Context: an optimization exercise on an open-source flow, tuned for small area, a short achievable clock period and few clock cycles per item. The choices shown serve that exercise and are no tape-out recipe. Function was not checked in any run shown here: the RTL went through the layout flow alone. Power is estimated from default activity; no workload was simulated.

==> design/flow/design.v <==
module harp_clockdec (
    input  wire        clk,
    input  wire        rst,               
    input  wire [23:0] cfg_sample_rate,   
    input  wire [15:0] cfg_baud,          
    input  wire        in_valid,
    output wire        in_ready,
    input  wire [31:0] in_time,           
    input  wire        in_state,          
    output reg         out_valid,
    output wire [31:0] out_local,         
    output wire [31:0] out_value,         
    output wire [1:0]  out_status         
);
    wire [23:0] sr   = cfg_sample_rate;
    wire [15:0] baud = cfg_baud;
    reg [8:0]  G;
    reg [4:0]  u;
    reg        rdy;
    reg        r0_v;
    reg [31:0] r0_t;
    reg        r0_s;
    assign in_ready = rdy;
    wire accept = in_valid && rdy;
    reg        have_prev;
    reg [31:0] prev_time;
    reg        prev_state;
    reg        in_range;
    wire [32:0] d_pos = {1'b0, r0_t} - {1'b0, prev_time};
    wire        neg   = d_pos[32];
    wire        boundary = !neg && ((|d_pos[31:23]) || (d_pos[22:0] > {1'b0, sr[23:1]}));
    wire [22:0] m      = d_pos[22:0] ^ {23{neg}};
    wire [31:0] m_ext  = {m, 9'd0} >> u;
    reg  [22:0] hi_mask;
    integer q;
    always @(*)
        for (q = 0; q < 23; q = q + 1)
            hi_mask[q] = (q >= u);
    wire        s0_ovf = neg ? ((d_pos[31:23] != 9'h1ff) || (d_pos[22:0] == 23'd0))
                             : (|(m & hi_mask));
    reg        r1_iv, r1_bnd, r1_cls, r1_neg, r1_ovf, r1_lvl;
    reg [22:0] r1_m;
    reg [8:0]  r1_msh;
    wire [17:0] y    = r1_msh * G;
    wire [4:0]  y_ip = y[17:13];
    wire [12:0] y_f  = y[12:0];
    wire        amb  = (y_f[12:10] == 3'b011) || (y_f == 13'h1000);
    wire [5:0]  k_fast = {1'b0, y_ip} + {5'd0, y_f[12]};
    wire        s1_slow = r1_iv && (r1_neg ? !r1_ovf : (r1_ovf || amb));
    reg        r2_iv, r2_bnd, r2_cls, r2_neg, r2_ovf, r2_lvl, r2_slow;
    reg [5:0]  r2_k;
    reg [4:0]  r2_ip;
    reg [22:0] r2_m;         
    localparam [2:0] E_IDLE = 3'd0, E_INIT = 3'd1, E_DIV = 3'd2, E_RUN = 3'd3,
                     E_EVAL = 3'd4, E_READY = 3'd5;
    reg [2:0]  e_st;
    reg [26:0] acc;
    reg        e_sat;        
    reg [5:0]  e_n;          
    reg [5:0]  lo, hi, ej;
    wire       stall = r2_iv && r2_slow && (e_st != E_READY);
    wire       adv   = !stall;
    wire [6:0]  nj    = {ej, 1'b0} - 7'd1;                  
    wire        t_bit = r2_m[22];
    wire        n_bit = (e_n < 6'd7) ? nj[e_n[2:0]] : 1'b0;
    reg  [26:0] e_a;
    reg         e_b;
    always @(*) begin
        case (e_st)
            E_INIT:  begin e_a = {11'd0, baud};                       e_b = 1'b1;  end
            E_DIV:   begin e_a = {26'd0, t_bit};                      e_b = 1'b1;  end
            default: begin
                e_a = (r2_neg && e_n == 6'd0) ? (t_bit ? {9'd0, baud, 2'b0} : {10'd0, baud, 1'b0})
                                             : (t_bit ? {10'd0, baud, 1'b0} : 27'd0);
                e_b = n_bit;
            end
        endcase
    end
    wire [26:0] acc2  = (e_st == E_INIT) ? 27'd0 : {acc[25:0], 1'b0};
    wire [26:0] e_sum = acc2 + e_a - (e_b ? {3'd0, sr} : 27'd0);
    wire        e_neg = e_sum[26];
    wire        e_big = (e_sum[26:24] != 3'b000) && (e_sum[26:24] != 3'b111);
    wire        a_zero = (acc == 27'd0);
    wire        e_ge   = (!acc[26] && !a_zero) || (a_zero && !ej[0]);
    wire [5:0]  lo_n   = e_ge ? ej : lo;
    wire [5:0]  hi_n   = e_ge ? hi : ej - 6'd1;
    wire [6:0]  mid_n  = {1'b0, lo_n} + {1'b0, hi_n} + 7'd1;
    wire [5:0]  lo_0   = r2_neg ? 6'd0 : r2_ovf ? 6'd16 : {1'b0, r2_ip};
    wire [5:0]  hi_0   = r2_neg ? 6'd1 : r2_ovf ? 6'd39 : {1'b0, r2_ip} + 6'd1;
    wire [6:0]  mid_0  = {1'b0, lo_0} + {1'b0, hi_0} + 7'd1;
    wire        e_done_now = (e_st == E_EVAL) && (lo_n == hi_n);
    reg        clr;          
    reg [5:0]  bc_len;       
    reg        bc_fault;
    reg [31:0] bc_val;       
    wire [5:0]  k_w      = r2_slow ? lo : r2_k;
    wire        go2      = r2_iv && adv;
    wire [5:0]  base_len = clr ? 6'd0 : bc_len;
    wire [6:0]  end_len  = {1'b0, base_len} + {1'b0, k_w};
    wire        wr       = go2 && !r2_neg;
    wire        base_fault_n = (clr ? 1'b0 : bc_fault) || (r2_slow ? (k_w != 6'd0) : r2_ovf);
    reg  [31:0] val_next;
    integer n;
    always @(*) begin
        for (n = 0; n < 32; n = n + 1) begin
            if (wr && ({1'b0, base_len} <= (1 + 10 * (n / 8) + (n % 8))) &&
                      (end_len > (1 + 10 * (n / 8) + (n % 8))))
                val_next[n] = r2_lvl;
            else
                val_next[n] = bc_val[n];
        end
    end
    reg [31:0] bc_local;     
    reg [31:0] cl_local;     
    reg        cl_busy;      
    reg        pend;         
    assign out_local  = cl_local;
    assign out_status = bc_fault ? 2'd1 : (bc_len != 6'd39) ? 2'd2 : 2'd0;
    assign out_value  = (!bc_fault && bc_len == 6'd39) ? bc_val : 32'd0;
    wire c0       = r0_v && adv && !pend;          
    wire s0_tok   = c0 && have_prev;
    wire s0_bnd   = s0_tok && boundary;
    wire s0_cls   = s0_bnd && in_range;
    wire cl_free  = !cl_busy || out_valid;
    wire move_s0  = s0_cls && cl_free;
    wire move_pd  = pend && out_valid;
    wire pend_n   = (s0_cls && !cl_free) || (pend && !out_valid);
    wire stall_n  = (adv ? s1_slow : (r2_iv && r2_slow)) &&
                    !((e_st == E_READY && !adv) || e_done_now);
    always @(posedge clk) begin
        if (rst) begin
            rdy        <= 1'b0;
            r0_v       <= 1'b0;
            have_prev  <= 1'b0;
            in_range   <= 1'b0;
            r1_iv <= 1'b0; r1_bnd <= 1'b0;
            r2_iv <= 1'b0; r2_bnd <= 1'b0;
            clr        <= 1'b0;
            out_valid  <= 1'b0;
            cl_busy    <= 1'b0;
            pend       <= 1'b0;
            e_st       <= E_INIT;
            G          <= 9'd0;
            u          <= 5'd0;
        end else begin
            if (accept)
                r0_v <= 1'b1;
            else if (c0)
                r0_v <= 1'b0;
            if (c0) begin
                have_prev <= 1'b1;
                if (have_prev && boundary)
                    in_range <= 1'b1;
            end
            if (adv) begin
                r1_iv  <= s0_tok && !boundary;
                r1_bnd <= s0_bnd;
                r2_iv  <= r1_iv;
                r2_bnd <= r1_bnd;
            end
            clr       <= r2_bnd && adv;
            out_valid <= r2_bnd && r2_cls && adv;
            rdy  <= !(e_st == E_INIT || (e_st == E_DIV && !G[7])) && !stall_n && !pend_n;
            pend <= pend_n;
            if (move_s0 || move_pd)
                cl_busy <= 1'b1;
            else if (out_valid)
                cl_busy <= 1'b0;
            case (e_st)
                E_INIT: begin
                    e_st <= E_DIV;
                    e_n  <= e_neg ? 6'd16 : 6'd0;
                end
                E_DIV: begin
                    e_n <= e_n + 6'd1;
                    G   <= {G[7:0], !e_neg};
                    if (G[7]) begin
                        e_st <= E_IDLE;
                        u    <= (e_n < 6'd19) ? 5'd0 : e_n[4:0] - 5'd19;
                    end
                end
                E_IDLE: begin
                    e_n <= 6'd22;
                    if (r2_iv && r2_slow)
                        e_st <= E_RUN;
                end
                E_RUN: begin
                    e_n <= e_n - 6'd1;
                    if (e_n == 6'd0)
                        e_st <= E_EVAL;
                end
                E_EVAL: begin
                    e_n  <= 6'd22;
                    e_st <= (lo_n == hi_n) ? E_READY : E_RUN;
                end
                E_READY: begin
                    if (adv)
                        e_st <= E_IDLE;
                end
                default: e_st <= E_IDLE;
            endcase
        end
    end
    always @(posedge clk) begin
        if (accept) begin
            r0_t <= in_time;
            r0_s <= in_state;
        end
        if (c0) begin
            prev_time  <= r0_t;
            prev_state <= r0_s;
        end
        if (adv) begin
            r1_cls <= s0_cls;
            r1_neg <= neg;
            r1_ovf <= s0_ovf;
            r1_m   <= m;
            r1_msh <= m_ext[8:0];
            r1_lvl <= prev_state;
            r2_cls  <= r1_cls; r2_neg <= r1_neg; r2_ovf <= r1_ovf; r2_lvl <= r1_lvl;
            r2_slow <= s1_slow;
            r2_k    <= k_fast;
            r2_ip   <= y_ip;
        end
        if (s0_bnd && !in_range)
            bc_local <= r0_t;
        if (move_s0) begin
            cl_local <= bc_local;
            bc_local <= r0_t;
        end
        if (move_pd) begin
            cl_local <= bc_local;
            bc_local <= prev_time;
        end
        case (e_st)
            E_INIT: begin
                acc  <= e_neg ? {11'd0, baud} : 27'd0;
                r2_m <= e_neg ? 23'd0 : {baud, 7'd0};
            end
            E_DIV: begin
                acc  <= e_neg ? {acc[25:0], t_bit} : e_sum;
                r2_m <= {r2_m[21:0], 1'b0};
            end
            E_RUN: begin
                if (!e_sat)
                    acc <= e_sum;
                e_sat <= e_sat || e_big;
                r2_m  <= {r2_m[21:0], r2_m[22]};
            end
            E_EVAL: begin
                acc   <= 27'd0;
                e_sat <= 1'b0;
                lo    <= lo_n;
                hi    <= hi_n;
                ej    <= mid_n[6:1];
            end
            default: begin
                acc   <= 27'd0;
                e_sat <= 1'b0;
                lo    <= lo_0;
                hi    <= hi_0;
                ej    <= mid_0[6:1];
                if (adv)
                    r2_m <= r1_m;
            end
        endcase
        if (go2 && r2_neg)
            bc_fault <= base_fault_n;
        else
            bc_fault <= clr ? 1'b0 : bc_fault;
        bc_val <= val_next;
        if (wr)
            bc_len <= (end_len > 7'd39) ? 6'd39 : end_len[5:0];
        else
            bc_len <= base_len;
    end
endmodule
==> design/flow/run.sh <==
#!/bin/bash
# synth_recipe.tcl (not shown) runs the flow's synth.tcl, then flattens the netlist and writes it again
# the make line also repeats each setting of config.mk as NAME=value (left out here)
make -C /OpenROAD-flow-scripts/flow DESIGN_CONFIG=/design/flow/config.mk WORK_HOME=/design/flow/orfs CLKGATE_MAP_FILE= SYNTH_SCRIPT=/design/flow/synth_recipe.tcl finish
==> design/flow/config.mk <==
export PLATFORM = sky130hd
export DESIGN_NAME = harp_clockdec
export DESIGN_NICKNAME = harp_clockdec
export VERILOG_FILES = /design/flow/design.v
export SDC_FILE = /design/flow/constraint.sdc
export NUM_CORES = 4
export LEC_CHECK = 0
export ABC_CLOCK_PERIOD_IN_PS = 5000
export CAP_MARGIN = 20
export CORE_MARGIN = 2
export CORE_UTILIZATION = 40
export SETUP_SLACK_MARGIN = 4.5
export SLEW_MARGIN = 20
==> design/flow/constraint.sdc <==
create_clock -name core_clock -period 10.0 [get_ports {clk}]
set_input_delay 2.0000 -clock core_clock [delete_from_list [all_inputs] [get_ports {clk}]]
set_output_delay 2.0000 -clock core_clock [all_outputs]
set_load 0.01 [all_outputs]
==> run summary, run 1 <==
Setup TNS Final=0 ns; mean number of vias per cell=5.56; CTS tree=done; vias in the first global route=~18,000; Port Buffers=143; Final Hold Fails=0; CP max FO=6; Comb pwr share=about two fifths; hold-fix buffers at CTS=0; DRC errors left=0; clock root buffer=clkbuf_16; Detailed Routing Iterations Pass 1=5; setup ws final=4.48 ns; syn_area_per_cell=around 9.7 sq um; syn nets=roughly 2,700; drt first-iter violations=1,375; clock sink count=between 300 and 400; Required @ worst endpoint=a little over 10 ns; Layout Nets=between 2,000 and 3,000; Routed Antenna Nets=0; startpoint types=input port; register area share after synthesis=between 30% and 40%; register bit total from synthesis=325; top_reg_cell synth=edfxtp_1; NetSw=around 2 mW; most frequent cells in the layout=edfxtp_1, nand2_1, inv_1, nor2_1, a21oi_1; Sw Share=between 30 and 40%; worst slew pin tran=~1.1 ns; Die W=about 250 um; Worst VDD drop=approximately 140 uV; Mapped Area=approximately 24,000 sq um; CP Data Arrival Time=5.82 ns; fin crit period=between 5 and 6 ns; DP HPWL=roughly 48,000 um; dpl cell area=25,900 sq um; clock share of power=27.0%; Max-slew headroom=~28%; area delta synth->final=20.8%; design area=about 29,000 sq um; GP Congestion=0.922; pwr dens=195 nW/um^2; P_leak=11.6 nW; worst-skew pair later-pin latency=0.58 ns; CTS clk-pin slew, worst paths=approximately 0.060 ns; placeable core area=just under 60,000 sq um; Post-synth EDFFs=289; Starting Density=about two fifths; Crit path buffers/inverters=2; Unique masters post-synth=88; TritonCTS Buffers=39; crit-path cells=clkdlybuf4s15_2, nand2_1, a31oi_1, a22oi_2, fa_1, inv_2, ha_4, nor2b_4, o2111ai_4, a31oi_4, a31o_4, a221oi_4, o21ai_2, a211o_1, a21oi_2, xor2_2, nor4b_4, a311oi_2; DR vias=around 19,000; clk buf depth=3; final wirelength=67,200 um; cell family with the largest share of critical-path delay=compound AO/OA/AOI/OAI gates; fin. max-slew vios=0; pre-CTS WS=approximately 2.9 ns; row count=89; crit end category=flip-flop; gr ovfl total=0; first-pass GRT wire length=about 100,000 um; Die H=roughly 250 um; CP max-delay cell=fa_1; wire per inst=19.7 um; fmax=roughly 0.18 GHz; die area=approximately 61,000 sq um; pin count of the biggest net entering global routing=between 60 and 70; RSZ-0062 raised after global routing=yes; Pint=3.56 mW; Ys Warns=1; Max Cap Violations=0; Setup Crit Path Kind=in -> reg; I/O Pins=~140; initial antenna violation count=1; Final period util=55.2%; Final Skew=roughly 0.022 ns; post-synthesis instance total=~2,400; share of layout cells above drive strength 1=~14%; leading cell type in the layout, fill and taps excluded=edfxtp_1; GRT Total Usage=between 20% and 30%; Seq pwr share=31.8%; setup violators final=0; crit-path max cell delay=0.54 ns; Hold Path Class=reg -> reg; async set-reset flop share out of synthesis=0%; status=finished clean; H-tree level count=2
[kinds of logic after synthesis]
family,after synthesis,share of synthesized area [%]
mux,66,3.93
flops,325,39.8
buf+inv,340,5.80
simple gates,740,14.8
fa+ha+maj,224,14.2
other cells,1,0.0159
compound gates,604,16.1
xor+xnor,143,5.36
[Yosys cell counts, drive strengths merged (39+ instances only)]
cell type  count  area share (%)
ha           151             8.0
a21oi        153             3.3
clkbuf        98             1.6
xnor2         96             3.6
a21o          40             1.3
nand3         41            0.87
a31oi         50             1.3
fa            73             6.2
nor3          39            0.83
inv          212             3.4
o21ai        158             3.4
edfxtp       289              37
nand2        271             4.3
and2          90             2.4
xor2          47             1.7
nor2         154             2.4
[power by group through the flow]
stage	clock network [mW]	registers [mW]	logic, mW
floorplan	0	1.74	1.40
finish	1.50	1.77	2.30
CTS	1.54	1.77	1.98
detailed placement	0	1.79	1.87
global route	1.59	1.79	2.49
global placement	0	1.79	1.86
[flip-flops by register name, summed over array words and instances (netlist names), 9 cells and up]
register	count
G	9
r2_m	23
bc_local	32
r1_msh	9
cl_local	32
bc_val	32
r1_m	23
prev_time	32
r0_t	32
acc	27
[worst register-to-register path: stages (launching register included)]
cell       delay [ns]
edfxtp_1         0.53
nor4_4           0.51
and3_1           0.21
buf_4            0.30
nand2_1          0.15
a31oi_1          0.28
a22oi_2          0.11
fa_1             0.54
inv_2            0.05
ha_4             0.25
nor2b_4          0.14
o2111ai_4        0.26
a31oi_4          0.13
a31o_4           0.27
a221oi_4         0.31
o21ai_2          0.12
a211o_1          0.32
a21oi_2          0.18
xor2_2           0.20
nor4b_4          0.24
a311oi_2         0.06
[timing repair]
item	4_1_cts	5_1_grt
endpoints found under the setup margin	117	117
pin swaps	19	51
cloned	1	7
resized for setup	80	137
hold endpoints to repair	0	0
setup buffers	18	31
[metal layers]
| metal | wire length (um) | GRT usage (%) | vias up |
|---|---|---|---|
| li1 | - | - | 9071 |
| met3 | 3930 | 3.68 | 105 |
| met5 | 7 | 0 | - |
| met2 | 32100 | 35.4 | 535 |
| met1 | 29300 | 28.1 | 9253 |
| met4 | 1940 | 6.36 | 2 |
[area by class of cell]
| class | instances | area (sq um) |
|---|---|---|
| Antenna cell | 1 | 2.50 |
| Clock buffer | 46 | 1060 |
| Clock inverter | 26 | 292 |
| Fill cell | 5474 | 30100 |
| Inverter | 215 | 807 |
| Multi-Input combinational cell | 1778 | 13700 |
| Sequential cell | 325 | 9410 |
| Tap cell | 773 | 967 |
| Timing Repair Buffer | 247 | 2340 |
[metrics by stage]
step	util, %	hold slack, ns	std cells	power (mW)
floorplan	-	0.400	2443	3.14
global placement	44.2	0.403	3281	3.64
detailed placement	44.2	0.405	3281	3.66
CTS	47.1	0.418	3372	5.29
global route	48.7	0.427	3410	5.86
finish	48.7	0.417	3411	5.57
[final timing paths]
check | depth (start not counted) | end | slack (ns) | from
worst min-delay path | 0 | cl_local[27]$_DFFE_PP_ | 0.42 | bc_local[27]$_DFFE_PP_
worst max register to register | 20 | e_sat$_DFFE_PP_ | 4.57 | e_n[3]$_DFFE_PP_
worst min register to register | 0 | cl_local[27]$_DFFE_PP_ | 0.42 | bc_local[27]$_DFFE_PP_
worst max-delay path | 18 | e_sat$_DFFE_PP_ | 4.48 | cfg_baud[1]
==> inputs of run 2 (changes only) <==
==> design/flow/config.mk (replaced) <==
export PLATFORM = sky130hd
export DESIGN_NAME = harp_clockdec
export DESIGN_NICKNAME = harp_clockdec
export VERILOG_FILES = /design/flow/design.v
export SDC_FILE = /design/flow/constraint.sdc
export NUM_CORES = 4
export LEC_CHECK = 0
export ABC_CLOCK_PERIOD_IN_PS = 3500
export CAP_MARGIN = 20
export CORE_MARGIN = 2
export CORE_UTILIZATION = 40
export SETUP_SLACK_MARGIN = 5.0
export SLEW_MARGIN = 20
==> run summary, run 2 <==
first-pass GRT wire length=~110,000 um; mean number of vias per cell=5.63; Mapped Area=23,600 sq um; Synth top area share=a little under two fifths; Routed Antenna Nets=0; register area share after synthesis=just under 40%; Max-slew headroom=a little over a third; dominant cells by area after synthesis=edfxtp_1, ha_1, fa_1, nand2_1, xnor2_1; register bit total from synthesis=approximately 330; number of diodes=0; DR vias=19,500; CP max FO=7; DP HPWL=roughly 48,000 um; FILL cells=~5,300; reg2reg setup slack=between 4 and 5 ns; clk buf depth=3; Max Cap Violations=0; Ys Warns=1; fmax=approximately 0.19 GHz; total chip power=5.92 mW; syn nets=between 2,000 and 3,000; leading cell type in the layout, fill and taps excluded=edfxtp_1; Setup Crit Path Kind=reg -> reg; H-tree level count=2; Hold Path Class=reg -> reg; P_leak=between 10 and 15 nW; fin. max-slew vios=0; async set-reset flop share out of synthesis=0%; GP Congestion=slightly above 0.9; area delta synth->final=26.2%; gr ovfl total=0; most frequent cells in the layout=edfxtp_1, nand2_1, inv_1, nor2_1, a21oi_1; clock sink count=~330; initial antenna violation count=0; drt first-iter violations=between 1,500 and 2,000; Post-synth EDFFs=289; final wirelength=just under 70,000 um; TritonCTS Buffers=40; fin crit period=roughly 5.4 ns; pwr dens=between 150 and 200 nW/um^2; setup violators final=0; CP Data Arrival Time=~5.6 ns; worst-skew pair later-pin latency=0.57 ns; status=finished clean; crit end category=flip-flop; DRC errors left=0; Unique masters post-synth=about 90; Detailed Routing Iterations Pass 1=5; pin count of the biggest net entering global routing=67; Die W=between 200 and 250 um; RSZ-0062 raised after global routing=yes; cell with the most instances after synthesis=edfxtp_1; CTS clk-pin slew, worst paths=approximately 0.06 ns; syn_area_per_cell=9.68 sq um; Setup TNS Final=0 ns; Final Skew=around 0.027 ns; die area=between 60,000 and 70,000 sq um; Reg area=roughly 9400 sq um; most instantiated cells after synthesis=edfxtp_1, nand2_1, inv_1; Worst VDD drop=173 uV; hold-fix buffers at CTS=0; Layout Nets=2,956; placeable core area=58,700 sq um; worst slew pin tran=approximately 0.97 ns; Required @ worst endpoint=10.29 ns; Final Hold Fails=0; vias in the first global route=around 19,000; row count=89; Starting Density=around two fifths; Core Util, Final=50.9%; I/O Pins=roughly 140; Final period util=around 54%; startpoint types=flip-flop; clock root buffer=clkbuf_16; Die H=247 um; post-synth top area cell=edfxtp_1; post-synthesis instance total=between 2,000 and 2,500; CTS tree=done; Port Buffers=between 100 and 150; wire per inst=~20 um; share of layout cells above drive strength 1=between 10% and 20%; GRT Total Usage=between 20 and 25%; top_reg_cell synth=edfxtp_1; footprint of the multi-input gates=14,300 sq um
-- run 2: report_power, final --
group | total, mW | internal (mW) | switching, mW
Clock | 1.46 | 0.865 | 0.592
Combinational | 2.69 | 1.22 | 1.47
Sequential | 1.77 | 1.66 | 0.111
Total | 5.92 | 3.75 | 2.17
-- run 2: cells by family (layout without fill, tap and decap cells) --
kind of cell	count (synthesis)	count (layout)	share of synthesized area [%]
other	1	1	0.0159
DFF	325	325	39.8
xor gates and xnor gates	143	143	5.36
adders and majority gates	224	224	14.2
and+or+nand+nor	740	742	14.8
AOI/OAI and AO/OA	604	605	16.1
muxes	66	66	3.93
buffers and inverters	340	579	5.80
-- run 2: timing repair --
| item | 4_1_cts | 5_1_grt |
|---|---|---|
| setup buffers | 73 | 25 |
| cloned | 11 | 1 |
| setup endpoints to repair | 128 | 127 |
| gates resized for setup | 262 | 66 |
| pin swaps | 97 | 68 |
-- run 2: worst paths after layout --
| check | startpoint | to | depth (start not counted) |
|---|---|---|---|
| hold / removal | bc_local[4]$_DFFE_PP_ | cl_local[4]$_DFFE_PP_ | 0 |
| setup reg to reg | ej[2]$_DFFE_PN_ | e_sat$_DFFE_PP_ | 23 |
| setup / recovery | ej[2]$_DFFE_PN_ | e_sat$_DFFE_PP_ | 23 |
| hold reg to reg | bc_local[4]$_DFFE_PP_ | cl_local[4]$_DFFE_PP_ | 0 |
-- run 2: critical path: stages, from the launching register on --
cell and delay (ns):
edfxtp_1 0.41, or3_4 0.44, nor3_4 0.13, xor2_1 0.22, mux2i_1 0.15, o21ai_1 0.15, nand4_1 0.12, buf_6 0.18
buf_12 0.15, buf_4 0.16, a31oi_4 0.19, fa_1 0.44, inv_2 0.09, ha_4 0.21, and2_4 0.17, a22o_1 0.19
a31o_4 0.24, a221oi_4 0.34, o21ai_2 0.11, a211o_1 0.28, a21oi_2 0.18, xor2_2 0.22, nor4b_4 0.23, a311oi_1 0.06
-- run 2: metrics by stage --
| step | hold WS, ns | cell area [sq um] | instances | setup WS (ns) |
|---|---|---|---|---|
| 6_report | 0.404 | 29800 | 3458 | 4.65 |
| 5_1_grt | 0.414 | 29800 | 3458 | 4.41 |
| 4_1_cts | 0.408 | 29400 | 3432 | 4.72 |
| 3_5_place_dp | 0.405 | 26200 | 3277 | 3.15 |
| 3_3_place_gp | 0.401 | 26200 | 3277 | 3.19 |
| 2_1_floorplan | 0.400 | 24000 | 2443 | 4.71 |
-- run 2: layout make-up --
cell class,instances,area share [%]
clock buffers,49,3.71
multi-input cells,1781,48.1
well taps,773,3.24
repair buffers,293,10.0
inverters,215,2.70
clock inverters,22,0.704
flip-flops and latches,325,31.6
-- run 2: layer usage --
metal  routed length [um]  GRT usage [%]  vias to the layer above
met4                 2790           9.07                        0
met1                29500           28.9                     9456
li1                     -              -                     9200
met3                 3800           3.30                      168
met2                33300           37.9                      644
met5                    0              0                        -

==> static timing again, ports no longer ideal <==
How much do the figures lean on ideal ports? The routed layouts below were timed once more, with nothing changed but the port constraints.
Step 1 assumes that a clkbuf_16 drives the clock port and a buf_2 every other input.
Step 2 moves the port delays by t, midway between the first and last clock arrival at a register: inputs arrive t later, outputs are due t later. That takes back most of the time a late clock gives input paths.
Three values: no drivers, after step 1, after step 2; two values: the first two.
run | t, ns | setup WS [ns] | hold slack, ns | slew at the worst register clock pin (ns) | pins driven straight from the clock port
run 1 | 0.629 | 4.482 / 4.517 / 3.888 | 0.417 / 0.417 / 0.417 | 0.07 / 0.07 | 1
run 2 | 0.609 | 4.647 / 4.647 / 4.075 | 0.404 / 0.404 / 0.404 | 0.06 / 0.06 | 1
After both steps setup and hold are still met in every run listed. The setup slack of run 1, which loses most, moves by +0.035 ns with the drivers and by -0.594 ns with both steps.
